This is an optimization exercise on Yosys and OpenROAD, whose aim is small area, not a production implementation. In this exercise RTL edits were held to simulation tests only and were not proved equivalent to the original. Power figures rest on the tool's default switching activity, not on a simulated workload.

## design/flow/constraint.sdc

```tcl
create_clock -name core_clock -period 10.0 [get_ports {clk}]
set_input_delay 2.0000 -clock core_clock [delete_from_list [all_inputs] [get_ports {clk}]]
set_output_delay 2.0000 -clock core_clock [all_outputs]
set_load 0.01 [all_outputs]
```

## design/flow/config.mk

```make
export PLATFORM = sky130hd
export DESIGN_NAME = led_matrix
export DESIGN_NICKNAME = led_matrix
export VERILOG_FILES = /design/flow/design.v
export SDC_FILE = /design/flow/constraint.sdc
export NUM_CORES = 4
export LEC_CHECK = 0
export CAP_MARGIN = 20
export CORE_MARGIN = 2
export CORE_UTILIZATION = 65
export SLEW_MARGIN = 20
```

## design/flow/design.v

```verilog
module led_index (
    input  wire [2:0] row,
    input  wire [2:0] col,
    output wire [4:0] idx
);
    localparam [319:0] TABLE = 320'h41cc941cc55b1aa5b1ae946139460f088600886441cc941cc55b1aa5b1ae946139460fadaf4adaf8;
    assign idx = TABLE[{row, col} * 5 +: 5];
endmodule
module led_glyph_rom (
    input  wire [3:0] id,
    input  wire [4:0] pix,
    output wire       on
);
    localparam [511:0] TABLE = 512'h00000000000000000000000000000288078207d70782042203020027001100c9078007f5034403ff0344015f0308009c00110072072003220628067d06280588;
    assign on = TABLE[{pix, id}];
endmodule
module led_matrix #(
    parameter integer T_GAP = 256    
) (
    input  wire        clk,
    input  wire        rst,          
    input  wire [31:0] cmd_data,
    input  wire        cmd_valid,
    output wire        cmd_ready,
    input  wire [1:0]  ra,
    output reg  [31:0] rd_data,
    output wire [7:0]  tx_data,
    output wire        tx_valid,
    input  wire        tx_ready
);
    localparam [2:0] OP_MAP   = 3'b001;
    localparam [2:0] OP_SETPX = 3'b010;
    localparam [2:0] OP_FLUSH = 3'b011;
    localparam [2:0] OP_CLEAR = 3'b100;
    localparam [2:0] OP_DRAW  = 3'b101;
    localparam [2:0] F_ILLEGAL  = 3'd1;
    localparam [2:0] F_RESERVED = 3'd2;
    localparam [2:0] F_COORD    = 3'd3;
    localparam [2:0] F_INDEX    = 3'd4;
    localparam [2:0] F_GLYPH    = 3'd5;
    localparam integer GAP_TURNS = (T_GAP - 2 + 24) / 25 + 1;    
    localparam [4:0]   GAP_INIT  = GAP_TURNS - 1;
    reg [599:0] ring;             
    reg [4:0]   pix;              
    reg         clr;              
    reg [31:0]  cmd_q;            
    reg         busy;             
    reg         fr;               
    reg         fault;
    reg [4:0]   last_idx;
    reg         txv;              
    reg [4:0]   d;                
    reg         gp;               
    wire [7:0]  txd = cmd_q[28:21];   
    wire [1:0]  kc  = cmd_q[20:19];   
    wire [2:0] op    = cmd_q[31:29];
    wire [2:0] row   = cmd_q[5:3];
    wire [2:0] col   = cmd_q[2:0];
    wire [4:0] idx   = cmd_q[28:24];
    wire [3:0] glyph = cmd_q[3:0];
    reg        dec_fault;
    reg [2:0]  dec_fcode;
    always @(*) begin
        dec_fault = 1'b0;
        dec_fcode = 3'd0;
        case (op)
            OP_MAP: begin
                if (cmd_q[28:6] != 23'd0) begin
                    dec_fault = 1'b1; dec_fcode = F_RESERVED;
                end else if (row > 3'd4 || col > 3'd4) begin
                    dec_fault = 1'b1; dec_fcode = F_COORD;
                end
            end
            OP_SETPX: begin
                if (idx > 5'd24) begin
                    dec_fault = 1'b1; dec_fcode = F_INDEX;
                end
            end
            OP_FLUSH, OP_CLEAR: begin
                if (cmd_q[28:0] != 29'd0) begin
                    dec_fault = 1'b1; dec_fcode = F_RESERVED;
                end
            end
            OP_DRAW: begin
                if (cmd_q[28:4] != 25'd0) begin
                    dec_fault = 1'b1; dec_fcode = F_RESERVED;
                end else if (glyph > 4'd10) begin
                    dec_fault = 1'b1; dec_fcode = F_GLYPH;
                end
            end
            default: begin
                dec_fault = 1'b1; dec_fcode = F_ILLEGAL;
            end
        endcase
    end
    wire check     = busy && !fr;
    wire do_map    = check && !dec_fault && (op == OP_MAP);
    wire do_setpx  = check && (op == OP_SETPX);   
    wire start     = check && !dec_fault && (op == OP_FLUSH || op == OP_CLEAR || op == OP_DRAW);
    wire zero_rg   = fr && op[2];                 
    wire do_draw   = fr && op[2] && op[0];
    wire [4:0] map_idx;
    led_index u_map_index (.row(row), .col(col), .idx(map_idx));
    wire glyph_on;
    led_glyph_rom u_rom (.id(glyph), .pix(pix), .on(glyph_on));
    wire setpx_hit = do_setpx && (pix == idx);
    assign cmd_ready = !rst && !busy && !fault;
    wire   cmd_fire  = cmd_valid && cmd_ready;
    assign tx_valid = txv;
    assign tx_data  = txd;
    wire   tx_fire  = txv && tx_ready;
    wire   turn     = pix[4] && pix[3];           
    wire   in_gap   = gp && !txv;
    wire [23:0] head = ring[23:0];
    wire        keep = !setpx_hit && !zero_rg && !clr;
    wire [23:0] ins  = ({24{setpx_hit}} & cmd_q[23:0]) |
                       ({24{keep}} & head) |
                       {16'd0, {8{do_draw && glyph_on}}};
    always @(posedge clk)
        ring <= {ins, ring[599:24]};
    wire [7:0] tap = kc[1] ? ins[7:0] :
                     ({8{keep}} & (kc[0] ? head[15:8] : head[23:16]));
    wire d0        = (d == 5'd0);
    wire load      = fr && !gp && d0 && (!txv || tx_ready);
    wire frame_end = tx_fire && gp;
    always @(posedge clk) begin
        if (!busy && !fault) begin
            cmd_q <= cmd_data;
        end else if (load) begin
            cmd_q[28:21] <= tap;
            cmd_q[20:19] <= {kc[0], !kc[1] && !kc[0]};    
        end
    end
    always @(posedge clk) begin
        if (rst) begin
            pix      <= 5'd0;
            clr      <= 1'b1;
            busy     <= 1'b0;
            fr       <= 1'b0;
            fault    <= 1'b0;
            last_idx <= 5'd0;
            txv      <= 1'b0;
            d        <= GAP_INIT;
            gp       <= 1'b1;
        end else begin
            pix <= turn ? 5'd0 : pix + 5'd1;
            if (turn)
                clr <= 1'b0;
            if (cmd_fire)
                busy <= 1'b1;
            if (check && dec_fault) begin
                busy  <= 1'b0;
                fault <= 1'b1;
            end
            if (do_map) begin
                busy     <= 1'b0;
                last_idx <= map_idx;
            end
            if (setpx_hit)
                busy <= 1'b0;
            if (start)
                fr <= 1'b1;
            if (!gp && !(load && kc[1]))
                d <= d0 ? 5'd24 : d - 5'd1;
            if (load) begin
                txv <= 1'b1;
                if (kc[1] && turn) begin      
                    gp <= 1'b1;
                    d  <= GAP_INIT;
                end
            end else if (tx_fire) begin
                txv <= 1'b0;
            end
            if (frame_end) begin
                busy <= 1'b0;
                fr   <= 1'b0;
            end
            if (in_gap && turn) begin
                if (d0)
                    gp <= 1'b0;
                else
                    d <= d - 5'd1;
            end
        end
    end
    always @(*) begin
        case (ra)
            2'd0:    rd_data = {27'd0, fault ? dec_fcode : 3'd0, fault, busy};
            2'd1:    rd_data = {27'd0, last_idx};
            2'd2:    rd_data = fault ? cmd_q : 32'd0;
            default: rd_data = 32'd0;
        endcase
    end
endmodule
```

## design/flow/flow/split_lib.py

```python
import re,sys
src=open(sys.argv[1]).read()
# find top-level cell blocks
out_comb=[];out_seq=[]
i=0; n=len(src)
cells=[]
for m in re.finditer(r'\n(\s*)cell\s*\(\s*"?([\w]+)"?\s*\)\s*\{',src):
    cells.append((m.start(),m.end(),m.group(2)))
# brace match each
blocks=[]
for st,en,name in cells:
    depth=1;j=en
    while depth:
        c=src[j]
        if c=='{':depth+=1
        elif c=='}':depth-=1
        j+=1
    blocks.append((st,j,name))
header=src[:blocks[0][0]]
tail=src[blocks[-1][1]:]
comb=[];seq=[]
for st,en,name in blocks:
    b=src[st:en]
    if re.search(r'\b(ff|latch|statetable)\s*\(',b) or 'clock_gate' in b: seq.append(b)
    else: comb.append(b)
open(sys.argv[2],'w').write(header+''.join(comb)+tail)
open(sys.argv[3],'w').write(header+''.join(seq)+tail)
print(len(comb),len(seq))
```

## design/flow/flow/run.sh

```bash
#!/bin/bash
# The standard layout with three changes:
#  1. after the standard synthesis, its combinational logic is re-mapped by
#     ABC for area (remap.tcl): a plain area mapping and four runs of ABC's
#     &deepsyn (60 s each, seeds 1-4) followed by the same mapping; the
#     smallest result is kept. Every register stays as the standard
#     synthesis made it (instance name, cell type, nets);
#  2. port buffers use the smallest buffer cell;
#  3. clock tree synthesis uses clkbuf_8 with set sink clusters and no
#     dummy loads.
# Each tool's output goes to a log file of its own in this folder.
set -euo pipefail
cd "$(dirname "$0")/.."
export BUFFER_PORTS_ARGS="-buffer_cell sky130_fd_sc_hd__buf_1"
export CTS_ARGS="-sink_clustering_enable -repair_clock_nets -dont_use_dummy_load -buf_list sky130_fd_sc_hd__clkbuf_8 -sink_clustering_size 20 -sink_clustering_max_diameter 80"

bash standard.sh synth > synth_standard.log 2>&1

RES=orfs/results/${FLOW_PLATFORM}/led_matrix/base
PDIR=${FLOW_HOME}/platforms/${FLOW_PLATFORM}
LIB=${PDIR}/lib/sky130_fd_sc_hd__tt_025C_1v80.lib
YOSYS=$(command -v yosys || echo "${FLOW_HOME}/../tools/install/yosys/bin/yosys")
mkdir -p remap
python3 flow/split_lib.py "$LIB" remap/comb.lib remap/seq.lib > remap/split_lib.log 2>&1
sed -n '/DONT_USE_CELLS/,/^$/p' "${PDIR}/config.mk" | grep -o 'sky130_fd_sc_hd__[A-Za-z0-9_]*' > remap/dont_use.txt
printf 'set_driving_cell sky130_fd_sc_hd__buf_1\nset_load 5\n' > remap/abc.constr
cp "$RES/1_2_yosys.v" remap/standard_synth.v

printf 'strash\ndc2\ndch\namap\n' > remap/abc0.script
for s in 1 2 3 4; do
  printf 'strash\n&get -n\n&deepsyn -T 60 -S %d\n&put\ndch\namap\n' "$s" > remap/abc$s.script
done
for s in 0 1 2 3 4; do
  REMAP_IN=remap/standard_synth.v REMAP_OUT=remap/remapped$s.v \
  REMAP_SEQ_LIB=remap/seq.lib REMAP_COMB_LIB=remap/comb.lib REMAP_LIB="$LIB" \
  REMAP_DONT_USE="$(tr '\n' ' ' < remap/dont_use.txt)" \
  REMAP_ABC=remap/abc$s.script REMAP_CONSTR=remap/abc.constr \
    "$YOSYS" -c flow/remap.tcl > remap_yosys_$s.log 2>&1 &
done
wait
best=""; best_area=""
for s in 0 1 2 3 4; do
  a=$(grep -o "Chip area for module '.led_matrix': [0-9.]*" remap/remapped$s.v.stat 2>/dev/null | awk '{print $NF}' || true)
  [[ -n "$a" ]] || continue
  if [[ -z "$best" ]] || awk -v a="$a" -v b="$best_area" 'BEGIN{exit !(a < b)}'; then
    best=$s; best_area=$a
  fi
done
echo "remap: kept run $best, area $best_area" > remap_choice.log
cp remap/remapped$best.v "$RES/1_2_yosys.v"
rm -f "$RES/1_synth.odb"

bash standard.sh > standard_flow.log 2>&1
```

## design/flow/standard.sh

```bash
#!/bin/bash
# synth_recipe.tcl (not shown) runs the flow's synth.tcl, then flattens the netlist and writes it again
# the make line also repeats each setting of config.mk as NAME=value (left out here)
make -C /OpenROAD-flow-scripts/flow DESIGN_CONFIG=/design/flow/config.mk WORK_HOME=/design/flow/orfs CLKGATE_MAP_FILE= SYNTH_SCRIPT=/design/flow/synth_recipe.tcl "${@:-finish}"
```

## design/flow/flow/remap.tcl

```tcl
# Re-map the combinational logic of the standard synthesis netlist for area.
# Every register stays as the standard synthesis made it: same instance
# names, cell types and output nets. Inputs from the environment:
#   REMAP_IN, REMAP_OUT  netlists; REMAP_SEQ_LIB, REMAP_COMB_LIB  the
#   platform library split into sequential and combinational cells;
#   REMAP_LIB  the platform library; REMAP_DONT_USE  cells not to use;
#   REMAP_ABC, REMAP_CONSTR  ABC script and constraints.
yosys read_liberty -lib $::env(REMAP_SEQ_LIB)
yosys read_liberty -wb -ignore_miss_func $::env(REMAP_COMB_LIB)
yosys read_verilog -sv $::env(REMAP_IN)
yosys hierarchy -top $::env(FLOW_TOP)
yosys flatten -wb
yosys rename -hide w:*.*
yosys opt
set du {}
foreach c $::env(REMAP_DONT_USE) { lappend du -dont_use $c }
yosys abc -script $::env(REMAP_ABC) -liberty $::env(REMAP_LIB) {*}$du -constr $::env(REMAP_CONSTR) -D 10000
yosys opt_clean
yosys hilomap -singleton -hicell sky130_fd_sc_hd__conb_1 HI -locell sky130_fd_sc_hd__conb_1 LO
yosys insbuf -buf sky130_fd_sc_hd__buf_1 A X
yosys opt_clean
yosys tee -o $::env(REMAP_OUT).stat stat -liberty $::env(REMAP_LIB)
yosys select -module $::env(FLOW_TOP)
yosys write_verilog -noattr -nohex -nodec -selected $::env(REMAP_OUT)
```

==> summary.txt <==
CTS root buf: clkbuf_8
final hold violation count: 0
initial antenna violation count: 0
total power: 3.87 mW
DRT Pass-1 Iters: 6
P&R area growth vs syn: 8.02%
DR iter-0 viols: 434
final wirelength: 24,300 µm
die area: 24,600 µm²
PD cells: 236 nW/µm²
Pleak: 6.24 nW
fin crit period: 5.45 ns
f_max: 0.184 GHz
drt drc: 0
TritonCTS clock tree: done
Routed Antenna Nets: 0
Top delay family on crit path: buffers and inverters
CP endpoint kind: output port
fin nets: 1,175
CP max stage delay: 0.40 ns
CTS clock-pin slew for the worst setup and hold paths: 0.11 ns
hpwl dp: 16,300 µm
number of diodes: 0
hold buffers post-CTS: 0
CTS sink cnt: 653
HP Class: reg -> reg
worst endpoint required time: 8.00 ns
Core ar.: 22,800 µm²
worst skew pair latency: 0.56 ns
Post-Place Setup Slack: 4.60 ns
Worst R2R Path Depth: 10
Yosys Warn Count: 1
Fill cells: 1,475
GRT overflow: 0
Syn Inst Count: 1,022
crit path cell chain: buf_1 -> clkinv_1 -> nand2_1 -> clkinv_1 -> nand2_1 -> buf_4 -> o21ai_0 -> buf_1
Final WS setup: 4.55 ns
WS Path Type: in -> out
I/O pin total: 80
clk buf depth: 3
Area after DPL: 15,900 µm²
number of global-route vias before repair: 6,867
WP buf/inv: 5
Slowest-stage cell, CP: buf_4
Rows: 55
Post-Syn Area: 15,200 µm²
Num CTS Buffers: 38
Max FO, Critical Path: 24
global-route wire length before repair: 37,100 µm
Rel. slew slack: 30.2%
WL/cell: 16.8 µm
hold depth: 0
largest net degree at the start of global routing: 33
fraction of layout cells with a size suffix above 1: 3.79%
post-CTS resize count: 0
max-cap viol count: 0
status: finished clean
Placer Congestion: 0.918
count of input and output buffers: 79
final clock skew: 0.0316 ns
vias: 7,017
Total GRT Usage: 20.3%
Design Area, Final: 16,400 µm²
peak supply drop: 0.223 mV
Synthesized Nets: 1,060
actual slew at the worst max-slew pin: 1.05 ns
Initial Utilization: 66.7%
final period utilization: 54.5%
syn_area_per_cell: 14.9 µm²
die width: 157 µm
startpoint types: input pin
cell depth of the worst setup path: 8
htree depth: 2
vias per cell: 4.85
max-slew violation count: 0
setup tns final: 0 ns
post-CTS setup buffers: 0
die height: 157 µm
RSZ-0062 raised after global routing: false
Setup violations, final: 0
Worst Path Arrival: 3.45 ns
## sequential cells by signal (all words and copies together), names as in the netlist, 5 cells and up
register	count
d	5
last_idx	5
ring	600
pix	5
cmd_q	32
## through the flow
stage	utilization [%]	hold slack [ns]	instances
after detailed placement	69.8	0.312	1410
final	72.1	0.319	1448
after global routing	72.1	0.326	1448
after floorplan	-	0.310	1022
after CTS	72.1	0.312	1448
after global placement	69.8	0.310	1410
## routing by layer
metal | GRT usage (%) | up-vias | part of all wire, %
li1 | - | 3500 | -
met1 | 28.8 | 3282 | 48
met2 | 31.3 | 186 | 44
met3 | 3.94 | 49 | 5.3
met4 | 7.56 | 0 | 3.0
met5 | 0 | - | 0
## worst register-to-register path: stages, from the launching register on
cell and delay, ns:
edfxtp_1 0.46, clkinv_1 0.34, nand2_1 0.23, nor2_1 0.06, o21a_1 0.17, a211oi_1 0.22, a31oi_1 0.14, o2111ai_1 0.85
o221ai_1 0.55, clkinv_1 0.13, o2111ai_1 0.10
## final timing paths
path / from / end / slack, ns
setup reg to reg: cmd_q[0] / cmd_q[21] / 6.51
hold / removal: ring[26] / ring[2] / 0.32
setup / recovery: ra[0] / rd_data[3] / 4.55
hold reg to reg: ring[26] / ring[2] / 0.32
## final cells by class
| type | instances | area (µm²) | area share (%) |
|---|---|---|---|
| Clock buffer | 38 | 523 | 3.19 |
| Inverter | 82 | 308 | 1.87 |
| Multi-Input combinational cell | 279 | 1480 | 8.99 |
| Sequential cell | 653 | 13400 | 81.6 |
| Tap cell | 313 | 392 | 2.39 |
| Timing Repair Buffer | 83 | 327 | 1.99 |
## layout by cell type (no fill, tap or decap)
master	count
a2111o_1	1
a211oi_1	2
a21oi_1	11
a221oi_1	1
a22oi_1	1
a311oi_1	1
a31o_1	1
a31oi_1	6
and3_1	1
buf_1	79
buf_4	4
clkbuf_8	38
clkinv_1	82
dfxtp_1	621
edfxtp_1	32
nand2_1	33
nand2b_1	8
nand3_1	6
nand4_1	5
nor2_1	85
nor2_4	1
nor2b_1	1
nor3_1	9
nor4_1	3
o2111ai_1	9
o211ai_1	1
o21a_1	2
o21ai_0	33
o21bai_1	1
o221ai_1	12
o22a_1	3
o22ai_1	14
o32a_1	1
o32ai_1	3
or2_0	11
or3_1	11
or4_1	2
## power by group
part / switching, mW / internal [mW]
Clock: 0.677 / 0.346
Sequential: 0.0288 / 2.67
Combinational: 0.112 / 0.0375

[port drivers added, routing unchanged]
How much do the figures lean on ideal ports? The routed layout below was timed once more, with nothing changed but the port constraints.
Step 1, drivers: a clkbuf_16 drives clk and a buf_2 each remaining input, both assumed.
Step 2, shift: input delay + t, output delay - t, t = (earliest + latest rising clock arrival at the registers) / 2. This alone moves slack from input paths to output paths.
Three values: ideal ports, drivers, drivers and shift; two values: the first two.
t, ns: 0.591
setup WS [ns]: 4.553 / 4.522 / 4.522
hold slack, ns: 0.319 / 0.319 / 0.319
worst setup path after step 2: input to output
worst slew at a driven data input, ns: 0.05
After both steps setup and hold are still met in this run. The setup slack of this run moves by -0.031 ns with the drivers and by -0.031 ns with both steps.
